This is an optimization exercise on Yosys and OpenROAD, whose aim is small area, a short achievable clock period and few clock cycles, not a production implementation.
Where RTL was checked, it was by simulation tests only, not by an equivalence proof against the original.
The clock input has no modelled driver; a real chip could not lean on it and would need a root buffer or a full tree.
Power and IR drop assume default switching activity.

==> flow/design.v <==
module btcp_rx_check (
    input  wire        clk,
    input  wire        rst,
    input  wire        in_valid,
    output wire        in_ready,
    input  wire [31:0] in_data,
    input  wire        in_last,
    input  wire [2:0]  in_nbytes,    
    output wire        res_valid,
    input  wire        res_ready,
    output wire [1:0]  res_status,   
    output wire [15:0] res_seq,
    output wire [15:0] res_ack,
    output wire [7:0]  res_flags,
    output wire [7:0]  res_win,
    output wire [15:0] res_dlen,
    output wire [15:0] res_csum,     
    output wire [15:0] res_calc,     
    output wire        res_csum_ok,
    output wire [2:0]  res_type,
    output wire [9:0]  res_plen
);
    function [15:0] crc_x32;
        input [15:0] v;
        reg   [15:0] c;
        integer k;
        begin
            c = 16'h0000;
            for (k = 15; k >= 0; k = k - 1)
                c = (c[15] ^ v[k]) ? ({c[14:0], 1'b0} ^ 16'h1021)
                                   : {c[14:0], 1'b0};
            for (k = 0; k < 16; k = k + 1)
                c = c[15] ? ({c[14:0], 1'b0} ^ 16'h1021) : {c[14:0], 1'b0};
            crc_x32 = c;
        end
    endfunction
    function [15:0] crc_d16;
        input [15:0] v;
        reg   [15:0] c;
        integer k;
        begin
            c = v;
            for (k = 0; k < 16; k = k + 1)
                c = c[0] ? ({1'b0, c[15:1]} ^ 16'h8810) : {1'b0, c[15:1]};
            crc_d16 = c;
        end
    endfunction
    function [15:0] crc_u;
        input [15:0] c0;
        reg   [15:0] c;
        integer k;
        begin
            c = c0;
            for (k = 0; k < 8; k = k + 1)
                c = c[0] ? ({1'b0, c[15:1]} ^ 16'h8810) : {1'b0, c[15:1]};
            crc_u = c;
        end
    endfunction
    reg        rx;         
    reg        f1;         
    reg        ub;         
    reg        eq;         
    reg        rv;         
    reg [1:0]  uc;         
    reg [1:0]  hp;         
    reg [7:0]  cnt;        
    reg [1:0]  plo;        
    reg        big;        
    reg [15:0] sh;         
    reg [15:0] seq_r, ack_r, dlen_r, csum_r;
    reg [7:0]  flags_r, win_r;
    reg        ok_r;
    reg [2:0]  type_r;
    reg [1:0]  status_r;
    wire acc  = in_valid & rx;
    wire h0   = (hp == 2'd0);
    wire nb1  = ~in_nbytes[2] & ~in_nbytes[1];
    wire nb12 = ~in_nbytes[2] & ~(in_nbytes[1] & in_nbytes[0]);
    wire nb123 = ~in_nbytes[2];
    wire [15:0] dh = in_data[31:16] & {{8{hp != 2'd2}}, {8{(hp != 2'd2) & ~(in_last & nb1)}}};
    wire [15:0] dl = in_data[15:0]  & {{8{~(in_last & nb12)}}, {8{~(in_last & nb123)}}};
    wire [15:0] ms = crc_x32(sh);
    wire [7:0] cbase = h0 ? 8'hFD : cnt;
    always @(posedge clk) begin
        if (rst) begin
            rx <= 1'b1;
            f1 <= 1'b0;
            ub <= 1'b0;
            eq <= 1'b0;
            rv <= 1'b0;
            hp <= 2'd0;
        end else begin
            f1 <= acc & in_last;
            if (acc) begin
                if (in_last) begin
                    rx <= 1'b0;
                    hp <= 2'd0;
                end else if (hp != 2'd3) begin
                    hp <= hp + 2'd1;
                end
            end
            if (f1) begin
                ub <= (uc != 2'd0);
                eq <= (uc == 2'd0);
            end else if (ub) begin
                ub <= (uc != 2'd1);
                eq <= (uc == 2'd1);
            end else begin
                eq <= 1'b0;
            end
            if (eq)
                rv <= 1'b1;
            if (rv & res_ready) begin
                rv <= 1'b0;
                rx <= 1'b1;
            end
        end
    end
    wire        e0  = rx & (hp == 2'd0);
    wire        e1  = rx & (hp == 2'd1);
    wire        e2  = rx & (hp == 2'd2);
    wire        keep = ~(acc | f1 | ub);
    wire        gm  = (acc & ~h0) | f1;
    wire [7:0]  cnext = cbase + {7'd0, ~in_last | in_nbytes[2] | in_nbytes[1]};
    always @(posedge clk) begin
        sh <= (sh & {16{keep}}) | ((ms & {16{gm}}) ^ ((dh ^ crc_d16(dl)) & {16{acc}}))
            | (crc_u(sh) & {16{ub}});
        if (acc) begin
            cnt <= cnext;
            big <= ~h0 & (big | (cnt == 8'd251 & ~in_last));
        end
        if (rx) begin
            plo <= {~in_nbytes[1], in_nbytes[0]};
            uc  <= 2'd0 - in_nbytes[1:0];
        end else if (ub) begin
            uc  <= uc - 2'd1;
        end
        if (e0) seq_r   <= in_data[31:16];
        if (e0) ack_r   <= in_data[15:0];
        if (e1) flags_r <= in_data[31:24];
        if (e1) win_r   <= in_data[23:16];
        if (e1) dlen_r  <= in_data[15:0];
        if (e2) csum_r  <= in_data[31:16];
        ok_r <= (sh == csum_r);
        case (flags_r)
        8'h02:   type_r <= 3'd1;
        8'h10:   type_r <= 3'd2;
        8'h01:   type_r <= 3'd3;
        8'h12:   type_r <= 3'd4;
        8'h11:   type_r <= 3'd5;
        default: type_r <= ({cnt, plo} != 10'd0) ? 3'd6 : 3'd0;
        endcase
        status_r <= big                           ? 2'd2 :
                    (cnt >= 8'hFD)                ? 2'd1 :
                    (cnt == 8'd252 && plo != 2'd0) ? 2'd2 : 2'd0;
    end
    assign in_ready    = rx;
    assign res_valid   = rv;
    assign res_status  = status_r;
    assign res_seq     = seq_r;
    assign res_ack     = ack_r;
    assign res_flags   = flags_r;
    assign res_win     = win_r;
    assign res_dlen    = dlen_r;
    assign res_csum    = csum_r;
    assign res_calc    = sh;
    assign res_csum_ok = ok_r;
    assign res_type    = type_r;
    assign res_plen    = {cnt, plo};
endmodule
export LEC_CHECK = 0
export CAP_MARGIN = 20
export CORE_MARGIN = 2
export CORE_UTILIZATION = 40
export CTS_BUF_LIST = sky130_fd_sc_hd__clkbuf_8
export CTS_CLUSTER_DIAMETER = 200
export CTS_CLUSTER_SIZE = 50
export SETUP_SLACK_MARGIN = 3.8
export SLEW_MARGIN = 20
create_clock -name core_clock -period 6.0 [get_ports {clk}]
standard.sh (not shown) runs the stock make flow with config.mk's settings and CLKGATE_MAP_FILE= SYNTH_SCRIPT=/design/flow/synth_recipe.tcl, a recipe that flattens the netlist after the stock synthesis.
==> flow/flow/run.sh <==
#!/bin/bash
# The standard layout (standard.sh), with the port buffers made from a
# small buffer cell. Each step's full log is under orfs/logs; make's own
# output goes to standard.log.
set -euo pipefail
bash standard.sh \
  BUFFER_PORTS_ARGS="-buffer_cell sky130_fd_sc_hd__buf_1" \
  finish > standard.log 2>&1
The starting point went through all stages and came out clean.
Next try:
--- a/flow/design.v
+++ b/flow/design.v
@@ -34,30 +34,29 @@
             crc_x32 = c;
         end
     endfunction
-    function [15:0] crc_d16;
+    function [15:0] crc_x8;
         input [15:0] v;
         reg   [15:0] c;
         integer k;
         begin
             c = v;
-            for (k = 0; k < 16; k = k + 1)
-                c = c[0] ? ({1'b0, c[15:1]} ^ 16'h8810) : {1'b0, c[15:1]};
-            crc_d16 = c;
+            for (k = 0; k < 8; k = k + 1)
+                c = c[15] ? ({c[14:0], 1'b0} ^ 16'h1021) : {c[14:0], 1'b0};
+            crc_x8 = c;
         end
     endfunction
-    function [15:0] crc_u;
-        input [15:0] c0;
+    function [15:0] crc_d8;
+        input [15:0] v;
         reg   [15:0] c;
         integer k;
         begin
-            c = c0;
+            c = v;
             for (k = 0; k < 8; k = k + 1)
                 c = c[0] ? ({1'b0, c[15:1]} ^ 16'h8810) : {1'b0, c[15:1]};
-            crc_u = c;
+            crc_d8 = c;
         end
     endfunction
     reg        rx;         
-    reg        f1;         
     reg        ub;         
     reg        eq;         
     reg        rv;         
@@ -67,30 +66,31 @@
     reg [1:0]  plo;        
     reg        big;        
     reg [15:0] sh;         
+    reg [15:0] t;          
     reg [15:0] seq_r, ack_r, dlen_r, csum_r;
     reg [7:0]  flags_r, win_r;
     reg        ok_r;
     reg [2:0]  type_r;
     reg [1:0]  status_r;
-    wire acc  = in_valid & rx;
-    wire h0   = (hp == 2'd0);
-    wire nb1  = ~in_nbytes[2] & ~in_nbytes[1];
-    wire nb12 = ~in_nbytes[2] & ~(in_nbytes[1] & in_nbytes[0]);
+    wire acc   = in_valid & rx;
+    wire h0    = (hp == 2'd0);
+    wire nb1   = ~in_nbytes[2] & ~in_nbytes[1];
+    wire nb12  = ~in_nbytes[2] & ~(in_nbytes[1] & in_nbytes[0]);
     wire nb123 = ~in_nbytes[2];
     wire [15:0] dh = in_data[31:16] & {{8{hp != 2'd2}}, {8{(hp != 2'd2) & ~(in_last & nb1)}}};
     wire [15:0] dl = in_data[15:0]  & {{8{~(in_last & nb12)}}, {8{~(in_last & nb123)}}};
-    wire [15:0] ms = crc_x32(sh);
+    wire [15:0] s  = sh ^ t;
+    wire [15:0] ms = crc_x32(s);
+    wire [15:0] wd = crc_x8(dh);
     wire [7:0] cbase = h0 ? 8'hFD : cnt;
     always @(posedge clk) begin
         if (rst) begin
             rx <= 1'b1;
-            f1 <= 1'b0;
             ub <= 1'b0;
             eq <= 1'b0;
             rv <= 1'b0;
             hp <= 2'd0;
         end else begin
-            f1 <= acc & in_last;
             if (acc) begin
                 if (in_last) begin
                     rx <= 1'b0;
@@ -99,9 +99,9 @@
                     hp <= hp + 2'd1;
                 end
             end
-            if (f1) begin
-                ub <= (uc != 2'd0);
-                eq <= (uc == 2'd0);
+            if (acc & in_last) begin
+                ub <= ~nb1;
+                eq <= nb1;
             end else if (ub) begin
                 ub <= (uc != 2'd1);
                 eq <= (uc == 2'd1);
@@ -116,22 +116,23 @@
             end
         end
     end
-    wire        e0  = rx & (hp == 2'd0);
-    wire        e1  = rx & (hp == 2'd1);
-    wire        e2  = rx & (hp == 2'd2);
-    wire        keep = ~(acc | f1 | ub);
-    wire        gm  = (acc & ~h0) | f1;
+    wire        e0   = rx & (hp == 2'd0);
+    wire        e1   = rx & (hp == 2'd1);
+    wire        e2   = rx & (hp == 2'd2);
+    wire        keep = ~(acc | ub);
     wire [7:0]  cnext = cbase + {7'd0, ~in_last | in_nbytes[2] | in_nbytes[1]};
     always @(posedge clk) begin
-        sh <= (sh & {16{keep}}) | ((ms & {16{gm}}) ^ ((dh ^ crc_d16(dl)) & {16{acc}}))
-            | (crc_u(sh) & {16{ub}});
+        sh <= (sh & {16{keep}}) | (((ms & {16{~h0}}) ^ wd) & {16{acc}})
+            | (crc_x8(s) & {16{ub}});
+        if (acc | ub)
+            t <= crc_d8(dl) & {16{rx}};
         if (acc) begin
             cnt <= cnext;
             big <= ~h0 & (big | (cnt == 8'd251 & ~in_last));
         end
         if (rx) begin
             plo <= {~in_nbytes[1], in_nbytes[0]};
-            uc  <= 2'd0 - in_nbytes[1:0];
+            uc  <= in_nbytes[1:0] - 2'd1;
         end else if (ub) begin
             uc  <= uc - 2'd1;
         end
After rerunning: Via count goes up by about 4.4%. Clock-buffer cell count goes down by 1. Clock power goes up by 5.9%. Wire length goes up by 2.5%. Core utilization goes up by 0.75 points. Worst hold slack improves by 0.0058 ns. Setup slack improves by 0.10 ns. Register-to-register slack degrades by 0.05 ns. Die area goes up by about 5%. Non-clock buffer count goes up by 12. Synthesized area goes up by 4.9%. Combinational power goes up by 36%. Final area goes up by about 6%.
No run of this note included a check of the RTL's function; only the layout flow was run.

* * *

Another version of the RTL of btcp_rx_check (not shown whole).
Size: roughly 540 cells after synthesis, about 150 I/O pins, ~0.0066 sq mm of cells after synthesis.
==> module btcp_rx_check, before the edit <==
module btcp_rx_check (
    input  wire        clk,
    input  wire        rst,
    input  wire        in_valid,
    output wire        in_ready,
    input  wire [31:0] in_data,
    input  wire        in_last,
    input  wire [2:0]  in_nbytes,    
    output wire        res_valid,
    input  wire        res_ready,
    output wire [1:0]  res_status,   
    output wire [15:0] res_seq,
    output wire [15:0] res_ack,
    output wire [7:0]  res_flags,
    output wire [7:0]  res_win,
    output wire [15:0] res_dlen,
    output wire [15:0] res_csum,     
    output wire [15:0] res_calc,     
    output wire        res_csum_ok,
    output wire [2:0]  res_type,
    output wire [9:0]  res_plen
);
    function [15:0] crc_x32;
        input [15:0] v;
        reg   [15:0] c;
        integer k;
        begin
            c = 16'h0000;
            for (k = 15; k >= 0; k = k - 1)
                c = (c[15] ^ v[k]) ? ({c[14:0], 1'b0} ^ 16'h1021)
                                   : {c[14:0], 1'b0};
            for (k = 0; k < 16; k = k + 1)
                c = c[15] ? ({c[14:0], 1'b0} ^ 16'h1021) : {c[14:0], 1'b0};
            crc_x32 = c;
        end
    endfunction
    function [15:0] crc_x8;
        input [15:0] v;
        reg   [15:0] c;
        integer k;
        begin
            c = v;
            for (k = 0; k < 8; k = k + 1)
                c = c[15] ? ({c[14:0], 1'b0} ^ 16'h1021) : {c[14:0], 1'b0};
            crc_x8 = c;
        end
    endfunction
    function [15:0] crc_d8;
        input [15:0] v;
        reg   [15:0] c;
        integer k;
        begin
            c = v;
            for (k = 0; k < 8; k = k + 1)
                c = c[0] ? ({1'b0, c[15:1]} ^ 16'h8810) : {1'b0, c[15:1]};
            crc_d8 = c;
        end
    endfunction
    reg        rx;         
    reg        ub;         
    reg        eq;         
    reg        rv;         
    reg [1:0]  uc;         
    reg [1:0]  hp;         
    reg [7:0]  cnt;        
    reg [1:0]  plo;        
    reg        big;        
    reg [15:0] sh;         
    reg [15:0] wr;         
    reg        wv;         
    wire       wf = (hp == 2'd1);
    wire       wl = ~rx;
    reg [15:0] seq_r, ack_r, dlen_r, csum_r;
    reg [7:0]  flags_r, win_r;
    reg        ok_r;
    reg [2:0]  type_r;
    reg [1:0]  status_r;
    wire acc   = in_valid & rx;
    wire h0    = (hp == 2'd0);
    wire nb1   = ~in_nbytes[2] & ~in_nbytes[1];
    wire nb12  = ~in_nbytes[2] & ~(in_nbytes[1] & in_nbytes[0]);
    wire nb123 = ~in_nbytes[2];
    wire [15:0] dh = in_data[31:16] & {{8{hp != 2'd2}}, {8{(hp != 2'd2) & ~(in_last & nb1)}}};
    wire [15:0] dl = in_data[15:0]  & {{8{~(in_last & nb12)}}, {8{~(in_last & nb123)}}};
    wire [15:0] ms = crc_x32(sh);
    wire [15:0] wd = crc_x8(dh) ^ crc_d8(dl);
    wire [7:0] cbase = h0 ? 8'hFD : cnt;
    always @(posedge clk) begin
        wr <= wd;
        if (rst) begin
            wv <= 1'b0;
            rx <= 1'b1;
            ub <= 1'b0;
            eq <= 1'b0;
            rv <= 1'b0;
            hp <= 2'd0;
        end else begin
            wv <= acc;
            if (acc) begin
                if (in_last) begin
                    rx <= 1'b0;
                    hp <= 2'd0;
                end else if (hp != 2'd3) begin
                    hp <= hp + 2'd1;
                end
            end
            if (wv & wl) begin
                ub <= (uc != 2'd0);
                eq <= (uc == 2'd0);
            end else if (ub) begin
                ub <= (uc != 2'd1);
                eq <= (uc == 2'd1);
            end else begin
                eq <= 1'b0;
            end
            if (eq)
                rv <= 1'b1;
            if (rv & res_ready) begin
                rv <= 1'b0;
                rx <= 1'b1;
            end
        end
    end
    wire        e0   = rx & (hp == 2'd0);
    wire        e1   = rx & (hp == 2'd1);
    wire        e2   = rx & (hp == 2'd2);
    wire        keep = ~(wv | ub);
    wire [7:0]  cinc  = cbase + 8'd1;
    wire        inc   = ~in_last | in_nbytes[2] | in_nbytes[1];
    wire [7:0]  cnext = (cinc & {8{inc}}) | (cbase & {8{~inc}});
    always @(posedge clk) begin
        sh <= (sh & {16{keep}}) | (((ms & {16{~wf}}) ^ wr) & {16{wv}})
            | (crc_x8(sh) & {16{ub}});
        if (acc) begin
            cnt <= cnext;
            big <= ~h0 & (big | (cnt == 8'd251 & ~in_last));
        end
        if (rx) begin
            plo <= {~in_nbytes[1], in_nbytes[0]};
            uc  <= in_nbytes[1:0] - 2'd1;
        end else if (ub) begin
            uc  <= uc - 2'd1;
        end
        if (e0) seq_r   <= in_data[31:16];
        if (e0) ack_r   <= in_data[15:0];
        if (e1) flags_r <= in_data[31:24];
        if (e1) win_r   <= in_data[23:16];
        if (e1) dlen_r  <= in_data[15:0];
        if (e2) csum_r  <= in_data[31:16];
        ok_r <= (sh == csum_r);
        case (flags_r)
        8'h02:   type_r <= 3'd1;
        8'h10:   type_r <= 3'd2;
        8'h01:   type_r <= 3'd3;
        8'h12:   type_r <= 3'd4;
        8'h11:   type_r <= 3'd5;
        default: type_r <= ({cnt, plo} != 10'd0) ? 3'd6 : 3'd0;
        endcase
        status_r <= big                           ? 2'd2 :
                    (cnt >= 8'hFD)                ? 2'd1 :
                    (cnt == 8'd252 && plo != 2'd0) ? 2'd2 : 2'd0;
    end
    assign in_ready    = rx;
    assign res_valid   = rv;
    assign res_status  = status_r;
    assign res_seq     = seq_r;
    assign res_ack     = ack_r;
    assign res_flags   = flags_r;
    assign res_win     = win_r;
    assign res_dlen    = dlen_r;
    assign res_csum    = csum_r;
    assign res_calc    = sh;
    assign res_csum_ok = ok_r;
    assign res_type    = type_r;
    assign res_plen    = {cnt, plo};
endmodule
==> flow/config.mk <==
export PLATFORM = sky130hd
export DESIGN_NAME = btcp_rx_check
export DESIGN_NICKNAME = btcp_rx_check
export VERILOG_FILES = /design/flow/design.v
export SDC_FILE = /design/flow/constraint.sdc
export NUM_CORES = 4
export LEC_CHECK = 0
export CAP_MARGIN = 20
export CORE_MARGIN = 2
export CORE_UTILIZATION = 40
export PLACE_DENSITY = 0.5
export SETUP_SLACK_MARGIN = 3.85
export SLEW_MARGIN = 20
==> flow/constraint.sdc <==
create_clock -name core_clock -period 6.0 [get_ports {clk}]
set_input_delay 1.2000 -clock core_clock [delete_from_list [all_inputs] [get_ports {clk}]]
set_output_delay 1.2000 -clock core_clock [all_outputs]
set_load 0.01 [all_outputs]
==> flow/flow/run.sh <==
#!/bin/bash
# The standard layout (standard.sh) with two changes: port buffers use
# a small buffer cell, and the CTS step is replaced by flow/cts.tcl, which
# builds a two-level clock tree (see flow/clock_tree.tcl) and then repairs
# timing as ORFS's CTS step does. Logs: standard_place.log, cts.log (and
# orfs/logs/.../4_1_cts.log), standard_finish.log, plus ORFS's own logs.
set -euo pipefail
ARGS=(BUFFER_PORTS_ARGS="-buffer_cell sky130_fd_sc_hd__buf_1")
bash standard.sh "${ARGS[@]}" place > standard_place.log 2>&1
FLOW_FLOW_DIR="$PWD/flow" bash standard.sh "${ARGS[@]}" run \
  RUN_SCRIPT="$PWD/flow/cts.tcl" RUN_LOG_NAME_STEM=4_1_cts > cts.log 2>&1
bash standard.sh "${ARGS[@]}" finish > standard_finish.log 2>&1
Other scripts of this flow, unchanged in this note and not shown: flow/flow/clock_tree.tcl, flow/flow/cts.tcl
Testbench counts at the start, summed over its fixed seeds: cycles 28,837.
==> next run, changes <==
--- a/flow/design.v
+++ b/flow/design.v
@@ -60,7 +60,6 @@
     reg        ub;         
     reg        eq;         
     reg        rv;         
-    reg [1:0]  uc;         
     reg [1:0]  hp;         
     reg [7:0]  cnt;        
     reg [1:0]  plo;        
@@ -68,8 +67,8 @@
     reg [15:0] sh;         
     reg [15:0] wr;         
     reg        wv;         
-    wire       wf = (hp == 2'd1);
-    wire       wl = ~rx;
+    reg        wf;         
+    reg        wl;         
     reg [15:0] seq_r, ack_r, dlen_r, csum_r;
     reg [7:0]  flags_r, win_r;
     reg        ok_r;
@@ -84,9 +83,11 @@
     wire [15:0] dl = in_data[15:0]  & {{8{~(in_last & nb12)}}, {8{~(in_last & nb123)}}};
     wire [15:0] ms = crc_x32(sh);
     wire [15:0] wd = crc_x8(dh) ^ crc_d8(dl);
-    wire [7:0] cbase = h0 ? 8'hFD : cnt;
+    wire [7:0] cbase = wf ? 8'hFD : cnt;
     always @(posedge clk) begin
         wr <= wd;
+        wf <= h0;
+        wl <= in_last;
         if (rst) begin
             wv <= 1'b0;
             rx <= 1'b1;
@@ -105,11 +106,12 @@
                 end
             end
             if (wv & wl) begin
-                ub <= (uc != 2'd0);
-                eq <= (uc == 2'd0);
+                ub <= (plo != 2'd3);
+                eq <= (plo == 2'd3);
             end else if (ub) begin
-                ub <= (uc != 2'd1);
-                eq <= (uc == 2'd1);
+                ub <= (hp != plo);
+                eq <= (hp == plo);
+                hp <= (hp == plo) ? 2'd0 : hp + 2'd1;
             end else begin
                 eq <= 1'b0;
             end
@@ -125,22 +127,16 @@
     wire        e1   = rx & (hp == 2'd1);
     wire        e2   = rx & (hp == 2'd2);
     wire        keep = ~(wv | ub);
-    wire [7:0]  cinc  = cbase + 8'd1;
-    wire        inc   = ~in_last | in_nbytes[2] | in_nbytes[1];
-    wire [7:0]  cnext = (cinc & {8{inc}}) | (cbase & {8{~inc}});
+    wire [7:0]  cnext = cbase + {7'd0, ~wl | ~(plo[1] & plo[0])};
     always @(posedge clk) begin
         sh <= (sh & {16{keep}}) | (((ms & {16{~wf}}) ^ wr) & {16{wv}})
             | (crc_x8(sh) & {16{ub}});
-        if (acc) begin
+        if (wv) begin
             cnt <= cnext;
-            big <= ~h0 & (big | (cnt == 8'd251 & ~in_last));
+            big <= ~wf & (big | (cnt == 8'd251 & ~wl));
         end
-        if (rx) begin
+        if (rx)
             plo <= {~in_nbytes[1], in_nbytes[0]};
-            uc  <= in_nbytes[1:0] - 2'd1;
-        end else if (ub) begin
-            uc  <= uc - 2'd1;
-        end
         if (e0) seq_r   <= in_data[31:16];
         if (e0) ack_r   <= in_data[15:0];
         if (e1) flags_r <= in_data[31:24];
- global-route usage is lower by 0.37 points
- sequential power goes up by about 3%
- synthesized area goes down by 1.4%
- sequential cell count does not change
- worst setup slack gets better by 26 ps
- hold slack hardly moves
- combinational power drops by about 16%
- maximum frequency went up by about 1.2%
- sequential share of layout area increases by 1.3 points
- design area goes down by 3.0%
- via count drops by 4.4%
- die area went down by about 1.3%
- total power decreases by 9.6%
- first-iteration DRC count came out lower by about 22%
Testbench counts after the change, summed over its fixed seeds: cycles 28,837.
No run of this note takes its clock network from TritonCTS; it comes from the design's own scripts or RTL.

## what the ideal ports hide
In the flow no input, the clock included, has a driving cell. The finished layouts below were timed again as built, in two steps. Step 1 assumes that a clkbuf_16 drives the clock port and a buf_2 every other input. Step 2, shift: input delay + t, output delay - t, t = (earliest + latest rising clock arrival at the registers) / 2. This alone moves slack from input paths to output paths. a / b / c = no drivers / after step 1 / after step 2; a / b = the first two.
| run | shift t [ns] | slack for setup (ns) | hold slack, ns | clock arrival spread, ns | worst slew at a driven data input, ns |
|---|---|---|---|---|---|
| the first run of note 1 | 0.478 | 3.517 / 3.506 / 3.028 | 0.449 / 0.449 / 0.449 | 0.014 / 0.014 | 0.06 |
| the second run of note 1 | 0.474 | 3.618 / 3.618 / 3.260 | 0.455 / 0.455 / 0.455 | 0.012 / 0.012 | 0.05 |
| the first run of note 2 | 0.354 | 3.838 / 3.765 / 3.544 | 0.473 / 0.473 / 0.473 | 0.013 / 0.013 | 0.06 |
| the second run of note 2 | 0.347 | 3.864 / 3.795 / 3.595 | 0.473 / 0.473 / 0.473 | 0.016 / 0.016 | 0.04 |
After both steps setup and hold are still met in every run listed. The setup slack of the first run of note 1, which loses most, moves by -0.011 ns with the drivers and by -0.489 ns with both steps.
